From an optimization exercise on the open Yosys and OpenROAD flow, aimed at a short achievable clock period and few clock cycles; shortcuts taken in it are not production practice. Function was checked by simulation only, so behaviour that the tests miss may differ from the original.

==> flow/design.v <==
module arm_core (
    input  wire        clk,
    input  wire        rst,           
    input  wire [31:0] image_end,     
    output reg         mem_req,
    output reg         mem_we,
    output reg  [11:0] mem_addr,
    output reg  [31:0] mem_wdata,
    output reg  [3:0]  mem_wstrb,
    input  wire        mem_gnt,
    input  wire [31:0] mem_rdata,
    output wire        done,
    output reg  [1:0]  fault_code,    
    output reg  [31:0] fault_addr,
    output reg  [31:0] fault_word,
    output wire [31:0] pc_out,
    output wire [3:0]  flags,         
    input  wire [3:0]  dbg_sel,
    output wire [31:0] dbg_data
);
    localparam [31:0] MEM_SIZE = 32'h0000_4000;
    localparam [2:0] S_FETCH = 3'd0,
                     S_FWAIT = 3'd1,
                     S_EXEC  = 3'd2,
                     S_MEM   = 3'd3,
                     S_LWAIT = 3'd4,
                     S_DONE  = 3'd5;
    reg [2:0]  state;
    reg [31:0] pc;
    reg [31:0] ir;
    reg [31:0] regs [0:14];
    reg        fN, fZ, fC, fV;
    reg [31:0] ls_addr;
    reg [31:0] ls_wbval;
    reg        ls_wb;
    reg        ls_load;
    reg        ls_byte;
    reg [3:0]  ls_rd;
    reg [3:0]  ls_rn;
    assign done     = (state == S_DONE);
    assign pc_out   = pc;
    assign flags    = {fN, fZ, fC, fV};
    assign dbg_data = (dbg_sel == 4'd15) ? pc : regs[dbg_sel];
    wire [31:0] pc_plus4 = pc + 32'd4;
    wire [31:0] pc_plus8 = pc + 32'd8;
    wire [3:0] cond   = ir[31:28];
    wire [2:0] cls    = ir[27:25];
    wire [3:0] opcode = ir[24:21];
    wire       sbit   = ir[20];
    wire [3:0] f_rn   = ir[19:16];
    wire [3:0] f_rd   = ir[15:12];
    wire [3:0] f_rs   = ir[11:8];
    wire [3:0] f_rm   = ir[3:0];
    wire [4:0] shamt  = ir[11:7];
    wire [1:0] stype  = ir[6:5];
    wire [31:0] rn_val  = (f_rn == 4'd15) ? pc_plus8 : regs[f_rn];
    wire [31:0] rm_val  = (f_rm == 4'd15) ? pc_plus8 : regs[f_rm];
    wire [31:0] rs_val  = (f_rs == 4'd15) ? pc_plus8 : regs[f_rs];
    wire [31:0] rd_val  = (f_rd == 4'd15) ? pc_plus8 : regs[f_rd];
    wire [3:0]  m_rd    = ir[19:16];
    wire [3:0]  m_rn    = ir[15:12];
    wire [31:0] m_rnval = regs[m_rn];
    reg is_dp, is_mul, is_sdt, is_br, illegal;
    always @* begin
        is_dp   = 1'b0;
        is_mul  = 1'b0;
        is_sdt  = 1'b0;
        is_br   = 1'b0;
        illegal = 1'b0;
        if (cond == 4'b1111) begin
            illegal = 1'b1;
        end else begin
            case (cls)
                3'b000, 3'b001: begin
                    if (!ir[25] && ir[7] && ir[4]) begin
                        if (ir[24:22] == 3'b000 && ir[6:5] == 2'b00) begin
                            if (!ir[21] && m_rn != 4'd0)
                                illegal = 1'b1;
                            else if (m_rd == 4'd15 || f_rs == 4'd15 || f_rm == 4'd15)
                                illegal = 1'b1;
                            else if (ir[21] && m_rn == 4'd15)
                                illegal = 1'b1;
                            else
                                is_mul = 1'b1;
                        end else begin
                            illegal = 1'b1;
                        end
                    end else begin
                        is_dp = 1'b1;
                        if (opcode[3:2] == 2'b10) begin
                            if (!sbit || f_rd != 4'd0) illegal = 1'b1;
                        end
                        if ((opcode == 4'b1101 || opcode == 4'b1111) && f_rn != 4'd0)
                            illegal = 1'b1;
                        if (f_rd == 4'd15 && sbit)
                            illegal = 1'b1;
                        if (!ir[25] && ir[4]) begin
                            if (f_rd == 4'd15 || f_rn == 4'd15 || f_rs == 4'd15 || f_rm == 4'd15)
                                illegal = 1'b1;
                        end
                        if (illegal) is_dp = 1'b0;
                    end
                end
                3'b010, 3'b011: begin
                    is_sdt = 1'b1;
                    if (ir[25] && ir[4])
                        illegal = 1'b1;
                    if (!ir[24] && ir[21])
                        illegal = 1'b1;
                    if (f_rd == 4'd15 && !(ir[20] && !ir[22]))
                        illegal = 1'b1;
                    if ((!ir[24] || ir[21]) && f_rn == 4'd15)
                        illegal = 1'b1;
                    if ((!ir[24] || ir[21]) && f_rn == f_rd)
                        illegal = 1'b1;
                    if (ir[25] && f_rm == 4'd15)
                        illegal = 1'b1;
                    if (illegal) is_sdt = 1'b0;
                end
                3'b101: is_br = 1'b1;
                default: illegal = 1'b1;
            endcase
        end
    end
    reg cond_pass;
    always @* begin
        case (cond)
            4'h0: cond_pass = fZ;
            4'h1: cond_pass = !fZ;
            4'h2: cond_pass = fC;
            4'h3: cond_pass = !fC;
            4'h4: cond_pass = fN;
            4'h5: cond_pass = !fN;
            4'h6: cond_pass = fV;
            4'h7: cond_pass = !fV;
            4'h8: cond_pass = fC && !fZ;
            4'h9: cond_pass = !fC || fZ;
            4'hA: cond_pass = (fN == fV);
            4'hB: cond_pass = (fN != fV);
            4'hC: cond_pass = !fZ && (fN == fV);
            4'hD: cond_pass = fZ || (fN != fV);
            default: cond_pass = 1'b1;
        endcase
    end
    wire        reg_shift = is_dp && !ir[25] && ir[4];
    reg  [7:0]  sh_n;
    reg         sh_rrx;
    reg  [31:0] sh_val;
    reg         sh_c;
    reg  [32:0] sh_t;
    reg  [31:0] sh_ror;
    always @* begin
        sh_rrx = 1'b0;
        if (reg_shift) begin
            sh_n = rs_val[7:0];
        end else begin
            case (stype)
                2'b00: sh_n = {3'b000, shamt};
                2'b01, 2'b10: sh_n = (shamt == 5'd0) ? 8'd32 : {3'b000, shamt};
                default: begin
                    sh_n   = {3'b000, shamt};
                    sh_rrx = (shamt == 5'd0);
                end
            endcase
        end
        sh_val = rm_val;
        sh_c   = fC;
        sh_t   = 33'd0;
        sh_ror = 32'd0;
        if (sh_rrx) begin
            sh_val = {fC, rm_val[31:1]};
            sh_c   = rm_val[0];
        end else if (sh_n != 8'd0) begin
            case (stype)
                2'b00: begin
                    if (sh_n <= 8'd32) begin
                        sh_t   = {1'b0, rm_val} << sh_n[5:0];
                        sh_val = sh_t[31:0];
                        sh_c   = sh_t[32];
                    end else begin
                        sh_val = 32'd0;
                        sh_c   = 1'b0;
                    end
                end
                2'b01: begin
                    if (sh_n <= 8'd32) begin
                        sh_t   = {rm_val, 1'b0} >> sh_n[5:0];
                        sh_val = sh_t[32:1];
                        sh_c   = sh_t[0];
                    end else begin
                        sh_val = 32'd0;
                        sh_c   = 1'b0;
                    end
                end
                2'b10: begin
                    if (sh_n < 8'd32) begin
                        sh_t   = $signed({rm_val, 1'b0}) >>> sh_n[4:0];
                        sh_val = sh_t[32:1];
                        sh_c   = sh_t[0];
                    end else begin
                        sh_val = {32{rm_val[31]}};
                        sh_c   = rm_val[31];
                    end
                end
                default: begin
                    sh_ror = (rm_val >> sh_n[4:0]) | (rm_val << (6'd32 - {1'b0, sh_n[4:0]}));
                    sh_val = sh_ror;
                    sh_c   = sh_ror[31];
                end
            endcase
        end
    end
    wire [4:0]  imm_rot = {ir[11:8], 1'b0};
    wire [31:0] imm8    = {24'd0, ir[7:0]};
    wire [31:0] imm_val = (imm8 >> imm_rot) | (imm8 << (6'd32 - {1'b0, imm_rot}));
    wire        imm_c   = (ir[11:8] == 4'd0) ? fC : imm_val[31];
    wire [31:0] op2   = ir[25] ? imm_val : sh_val;
    wire        op2_c = ir[25] ? imm_c   : sh_c;
    reg  [31:0] add_x, add_y;
    reg         add_cin;
    reg         arith;
    reg  [31:0] alu_r;
    wire [32:0] add_sum = {1'b0, add_x} + {1'b0, add_y} + {32'd0, add_cin};
    wire        add_v   = (add_x[31] == add_y[31]) && (add_sum[31] != add_x[31]);
    always @* begin
        add_x   = rn_val;
        add_y   = op2;
        add_cin = 1'b0;
        arith   = 1'b0;
        case (opcode)
            4'b0010, 4'b1010: begin add_y = ~op2; add_cin = 1'b1; arith = 1'b1; end  
            4'b0011: begin add_x = op2; add_y = ~rn_val; add_cin = 1'b1; arith = 1'b1; end  
            4'b0100, 4'b1011: begin arith = 1'b1; end                                   
            4'b0101: begin add_cin = fC; arith = 1'b1; end                               
            4'b0110: begin add_y = ~op2; add_cin = fC; arith = 1'b1; end                 
            4'b0111: begin add_x = op2; add_y = ~rn_val; add_cin = fC; arith = 1'b1; end  
            default: ;
        endcase
        case (opcode)
            4'b0000, 4'b1000: alu_r = rn_val & op2;
            4'b0001, 4'b1001: alu_r = rn_val ^ op2;
            4'b1100:          alu_r = rn_val | op2;
            4'b1101:          alu_r = op2;
            4'b1110:          alu_r = rn_val & ~op2;
            4'b1111:          alu_r = ~op2;
            default:          alu_r = add_sum[31:0];
        endcase
    end
    wire dp_writes = (opcode[3:2] != 2'b10);
    wire [31:0] mul_p = regs[f_rm] * regs[f_rs];
    wire [31:0] mul_r = ir[21] ? (mul_p + m_rnval) : mul_p;
    wire [31:0] sdt_off  = ir[25] ? sh_val : {20'd0, ir[11:0]};
    wire [31:0] sdt_oadr = ir[23] ? (rn_val + sdt_off) : (rn_val - sdt_off);
    wire [31:0] sdt_addr = ir[24] ? sdt_oadr : rn_val;
    wire        sdt_wb   = !ir[24] || ir[21];
    wire        sdt_mis  = !ir[22] && (sdt_addr[1:0] != 2'b00);
    wire        sdt_oob  = (sdt_addr >= MEM_SIZE);
    wire [31:0] br_target = pc_plus8 + {{6{ir[23]}}, ir[23:0], 2'b00};
    reg [31:0] ld_val;
    always @* begin
        if (ls_byte) begin
            case (ls_addr[1:0])
                2'd0: ld_val = {24'd0, mem_rdata[7:0]};
                2'd1: ld_val = {24'd0, mem_rdata[15:8]};
                2'd2: ld_val = {24'd0, mem_rdata[23:16]};
                default: ld_val = {24'd0, mem_rdata[31:24]};
            endcase
        end else begin
            ld_val = mem_rdata;
        end
    end
    integer i;
    always @(posedge clk) begin
        if (rst) begin
            state      <= S_FETCH;
            pc         <= 32'd0;
            ir         <= 32'd0;
            fN         <= 1'b0;
            fZ         <= 1'b0;
            fC         <= 1'b0;
            fV         <= 1'b0;
            fault_code <= 2'd0;
            fault_addr <= 32'd0;
            fault_word <= 32'd0;
            mem_req    <= 1'b0;
            mem_we     <= 1'b0;
            mem_addr   <= 12'd0;
            mem_wdata  <= 32'd0;
            mem_wstrb  <= 4'd0;
            ls_addr    <= 32'd0;
            ls_wbval   <= 32'd0;
            ls_wb      <= 1'b0;
            ls_load    <= 1'b0;
            ls_byte    <= 1'b0;
            ls_rd      <= 4'd0;
            ls_rn      <= 4'd0;
            for (i = 0; i < 15; i = i + 1)
                regs[i] <= 32'd0;
        end else begin
            case (state)
                S_FETCH: begin
                    if (!mem_req) begin
                        if (pc >= image_end) begin
                            fault_code <= 2'd0;
                            state      <= S_DONE;
                        end else if (pc[1:0] != 2'b00) begin
                            fault_code <= 2'd3;
                            fault_addr <= pc;
                            state      <= S_DONE;
                        end else if (pc >= MEM_SIZE) begin
                            fault_code <= 2'd2;
                            fault_addr <= pc;
                            state      <= S_DONE;
                        end else begin
                            mem_req  <= 1'b1;
                            mem_we   <= 1'b0;
                            mem_addr <= pc[13:2];
                        end
                    end else if (mem_gnt) begin
                        mem_req <= 1'b0;
                        state   <= S_FWAIT;
                    end
                end
                S_FWAIT: begin
                    ir    <= mem_rdata;
                    state <= S_EXEC;
                end
                S_EXEC: begin
                    state <= S_FETCH;
                    if (illegal) begin
                        fault_code <= 2'd1;
                        fault_addr <= pc;
                        fault_word <= ir;
                        state      <= S_DONE;
                    end else if (!cond_pass) begin
                        pc <= pc_plus4;
                    end else if (is_dp) begin
                        if (dp_writes && f_rd == 4'd15) begin
                            if (alu_r[1:0] != 2'b00) begin
                                fault_code <= 2'd3;
                                fault_addr <= alu_r;
                                state      <= S_DONE;
                            end else begin
                                pc <= alu_r;
                            end
                        end else begin
                            if (dp_writes)
                                regs[f_rd] <= alu_r;
                            if (sbit) begin
                                fN <= alu_r[31];
                                fZ <= (alu_r == 32'd0);
                                if (arith) begin
                                    fC <= add_sum[32];
                                    fV <= add_v;
                                end else begin
                                    fC <= op2_c;
                                end
                            end
                            pc <= pc_plus4;
                        end
                    end else if (is_mul) begin
                        regs[m_rd] <= mul_r;
                        if (sbit) begin
                            fN <= mul_r[31];
                            fZ <= (mul_r == 32'd0);
                        end
                        pc <= pc_plus4;
                    end else if (is_br) begin
                        if (ir[24])
                            regs[14] <= pc_plus4;
                        pc <= br_target;
                    end else begin
                        if (sdt_mis) begin
                            fault_code <= 2'd3;
                            fault_addr <= sdt_addr;
                            state      <= S_DONE;
                        end else if (sdt_oob) begin
                            fault_code <= 2'd2;
                            fault_addr <= sdt_addr;
                            state      <= S_DONE;
                        end else begin
                            ls_addr   <= sdt_addr;
                            ls_wbval  <= sdt_oadr;
                            ls_wb     <= sdt_wb;
                            ls_load   <= ir[20];
                            ls_byte   <= ir[22];
                            ls_rd     <= f_rd;
                            ls_rn     <= f_rn;
                            mem_req   <= 1'b1;
                            mem_we    <= !ir[20];
                            mem_addr  <= sdt_addr[13:2];
                            if (ir[22]) begin
                                mem_wdata <= {4{rd_val[7:0]}};
                                mem_wstrb <= 4'b0001 << sdt_addr[1:0];
                            end else begin
                                mem_wdata <= rd_val;
                                mem_wstrb <= 4'b1111;
                            end
                            state     <= S_MEM;
                        end
                    end
                end
                S_MEM: begin
                    if (mem_gnt) begin
                        mem_req <= 1'b0;
                        mem_we  <= 1'b0;
                        if (ls_load) begin
                            state <= S_LWAIT;
                        end else begin
                            if (ls_wb)
                                regs[ls_rn] <= ls_wbval;
                            pc    <= pc_plus4;
                            state <= S_FETCH;
                        end
                    end
                end
                S_LWAIT: begin
                    state <= S_FETCH;
                    if (ls_rd == 4'd15) begin
                        if (ld_val[1:0] != 2'b00) begin
                            fault_code <= 2'd3;
                            fault_addr <= ld_val;
                            state      <= S_DONE;
                        end else begin
                            pc <= ld_val;
                            if (ls_wb)
                                regs[ls_rn] <= ls_wbval;
                        end
                    end else begin
                        regs[ls_rd] <= ld_val;
                        if (ls_wb)
                            regs[ls_rn] <= ls_wbval;
                        pc <= pc_plus4;
                    end
                end
                default: ;  
            endcase
        end
    end
endmodule
==> flow/run.sh <==
#!/bin/bash
# synth_recipe.tcl (not shown) runs the flow's synth.tcl, then flattens the netlist and writes it again
# the make line also repeats each setting of config.mk as NAME=value (left out here)
make -C /OpenROAD-flow-scripts/flow DESIGN_CONFIG=/design/flow/config.mk WORK_HOME=/design/flow/orfs CLKGATE_MAP_FILE= SYNTH_SCRIPT=/design/flow/synth_recipe.tcl finish
==> flow/config.mk <==
export PLATFORM = sky130hd
export DESIGN_NAME = arm_core
export DESIGN_NICKNAME = arm_core
export VERILOG_FILES = /design/flow/design.v
export SDC_FILE = /design/flow/constraint.sdc
export NUM_CORES = 4
export LEC_CHECK = 0
export CAP_MARGIN = 20
export CORE_MARGIN = 2
export CORE_UTILIZATION = 40
export PLACE_DENSITY = 0.6
export SLEW_MARGIN = 20
==> flow/constraint.sdc <==
create_clock -name core_clock -period 15.0 [get_ports {clk}]
set_input_delay 3.0000 -clock core_clock [delete_from_list [all_inputs] [get_ports {clk}]]
set_output_delay 3.0000 -clock core_clock [all_outputs]
set_load 0.01 [all_outputs]
==> impl_metrics.json <==
{
  "regArea_um2": 20400,
  "ys.flop_type": "edfxtp_1",
  "worstHoldPathCells": 2,
  "fp-row-count": 176,
  "synth_common_cells": "nand2_1, inv_1, mux4_2",
  "synth_edf_count": 512,
  "ant_nets": 0,
  "syn_area_um2": 92300,
  "nets": 10588,
  "vias": 96730,
  "io_pins": 256,
  "ys_ff_latch": 760,
  "critPathLaunchType": "flop",
  "synth_area_leaders": "mux4_2, edfxtp_1, fa_1",
  "max_cap_viol_count": 0,
  "ys_seq_area_frac": 0.220,
  "drtPass1Iterations": 8,
  "worst_ep_arrival_time_ps": 14040,
  "cts-root-buf": "clkbuf_16",
  "post_cts.repair.setup_buffers": 0,
  "antenna_found_initial": 51,
  "required_ps": 15440,
  "numCtsBuffers": 85,
  "finalWorstPathRequiredPeriod_ps": 13600,
  "holdBufCountCts": 0,
  "rsz0062_at_grt": "false",
  "tightest_slew_ps": 1360,
  "track_usage": 0.469,
  "finalSetupViolations": 0,
  "clockBufferDepth": 3,
  "portBuffers": 255,
  "cts_tree": "built",
  "finClkSkew_ps": 45.8,
  "worstSkewPairLatency_ps": 790,
  "fin_setup_tns_ps": 0,
  "crit_slowest_cell": "dfxtp_2",
  "overflow": 0,
  "clkSinkCount": 760,
  "grt_max_degree": 95,
  "design.core.area_um2": 230000,
  "drt-wirelength-per-cell_um": 43.9,
  "path_clk_slew_ps": 60,
  "outcome": "timing/DRC/antenna clean",
  "yosys.cell_count.top_type": "nand2_1",
  "routabilityCongestion": 1.14,
  "crit_type": "reg2reg",
  "placed_area_um2": 99300,
  "areaGrowthSynthToFinish_pct": 10.8,
  "ys_warn_count": 1,
  "synth.net_count": 10635,
  "htreeDepth": 3,
  "synth_top_area_share": 0.181,
  "initial_core_util": 0.402,
  "final_core_util": 0.445,
  "drive_gt1_frac": 0.179,
  "die_y_um": 484,
  "finalCritPeriodShare": 0.907,
  "dp_hpwl_mm": 412,
  "slew_violations": 0,
  "grt_pass1_wl_mm": 766,
  "yosys.area.top_type": "mux4_2",
  "async_reset_ff_frac": 0,
  "wirelength_mm": 567,
  "grt_pass1_vias": 91173,
  "finalHoldViolCount": 0,
  "synth_cell_type_count": 131,
  "first_iter_violations": 18209,
  "slew_headroom": 0.0918,
  "stdcell_area_um2": 102000,
  "hold_path.class": "reg2reg",
  "die_w_um": 484,
  "drc_errors": 0,
  "critPathMaxFanout": 29,
  "via_per_inst": 7.49,
  "syn_inst": 9830,
  "multi_input_area_um2": 66000,
  "critPathMaxStageDelay_ps": 1010,
  "fmax_mhz": 73.5,
  "die-area_um2": 235000,
  "postCtsResizedCells": 0,
  "fillers": 22108,
  "avgSynthCellArea_um2": 9.39,
  "reg2reg_depth": 39,
  "cp-end-kind": "flop"
}
## cell type report
| type | count | area share |
|---|---|---|
| Inverter | 753 | 0.0276 |
| Clock inverter | 47 | 0.00473 |
| Clock buffer | 110 | 0.0227 |
| Multi-Input combinational cell | 7427 | 0.645 |
| Sequential cell | 760 | 0.199 |
| Timing Repair Buffer | 756 | 0.0627 |
| Tap cell | 3026 | 0.0370 |
| Antenna cell | 34 | 0.000832 |
## through the flow
| step | hold WS [ps] | worst slack [ps] | instances |
|---|---|---|---|
| 2_1_floorplan | 436 | 3520 | 9830 |
| 3_3_place_gp | 446 | 1660 | 12710 |
| 3_5_place_dp | 448 | 1810 | 12715 |
| 4_1_cts | 456 | 1720 | 12872 |
| 5_1_grt | 475 | 905 | 12880 |
| 6_report | 456 | 1400 | 12913 |
## cell families after synthesis
family / Yosys count / synth area share
compound gates: 2630 / 0.188
fa+ha+maj: 735 / 0.133
xor+xnor: 297 / 0.0285
buf+inv: 1643 / 0.0732
simple gates: 2628 / 0.131
flops: 760 / 0.220
mux: 1137 / 0.226
## final timing paths
kind | start | endpoint | slack [ps]
hold / removal | fault_word[1] | fault_word[1] | 460
setup reg to reg | flop | regs[14][28] | 1400
hold reg to reg | fault_word[1] | fault_word[1] | 460
setup / recovery | flop | regs[14][28] | 1400
## sequential cells by signal, indices dropped and copies added (netlist names), 12 cells and up, named ones only
register	count
mem_addr	12
ir	32
fault_addr	32
regs	512
ls_wbval	32
mem_wdata	32
fault_word	32
pc	32
## worst max-delay path, delay by kind of cell (launching register included)
family	cells	cell delay [ps]
fa+ha+maj	10	4170
compound gates	13	3610
simple gates	7	2440
buf+inv	7	1440
flops	1	1010
xor+xnor	2	500
## layer usage
layer  track usage  part of all wire  up-vias
li1              -                 -    36717
met1         0.557              0.34    47841
met2         0.644              0.40     9506
met3         0.221              0.16     2612
met4         0.379              0.10       54
met5       0.00653            0.0010        -
## placed cells by master (no fill, tap or decap), types with 51 or more instances in the layout
master,n
o21a_1,76
o21ai_1,62
clkbuf_16,86
mux4_2,743
inv_1,746
or3_1,51
ha_1,321
a22oi_1,64
xnor2_1,213
o221ai_1,70
o21ai_0,379
nor3_1,188
o22ai_1,523
nand2_1,1058
fa_1,413
buf_4,492
and2_1,91
edfxtp_1,512
dfxtp_1,227
nand3_1,134
a21oi_1,572
a31oi_1,76
xor2_1,77
nor2_1,626
a211oi_1,64
o211ai_1,93
nand2b_1,84
a21o_1,78
mux2i_1,277
mux2_2,103
nand3b_1,55
clkdlybuf4s50_1,250
nor2b_1,82
Testbench counts, summed over its fixed seeds: cycles 185,315.

-- static timing again, ports no longer ideal --
In the flow no input, the clock included, has a driving cell. The finished layout below was timed again as built, in two steps.
Step 1 assumes that a clkbuf_16 drives the clock port and a buf_2 every other input.
Step 2, shift: input delay + t, output delay - t, t = (earliest + latest rising clock arrival at the registers) / 2. This alone moves slack from input paths to output paths.
Three values: no drivers, after step 1, after step 2; two values: the first two.
t, ns: 0.855
setup slack, ns: 1.399 / 1.399 / 1.399
worst data-port slew with drivers (ns): 0.15
After both steps this run still meets setup and hold. The setup slack of this run moves by 0.000 ns with the drivers and by 0.000 ns with both steps.
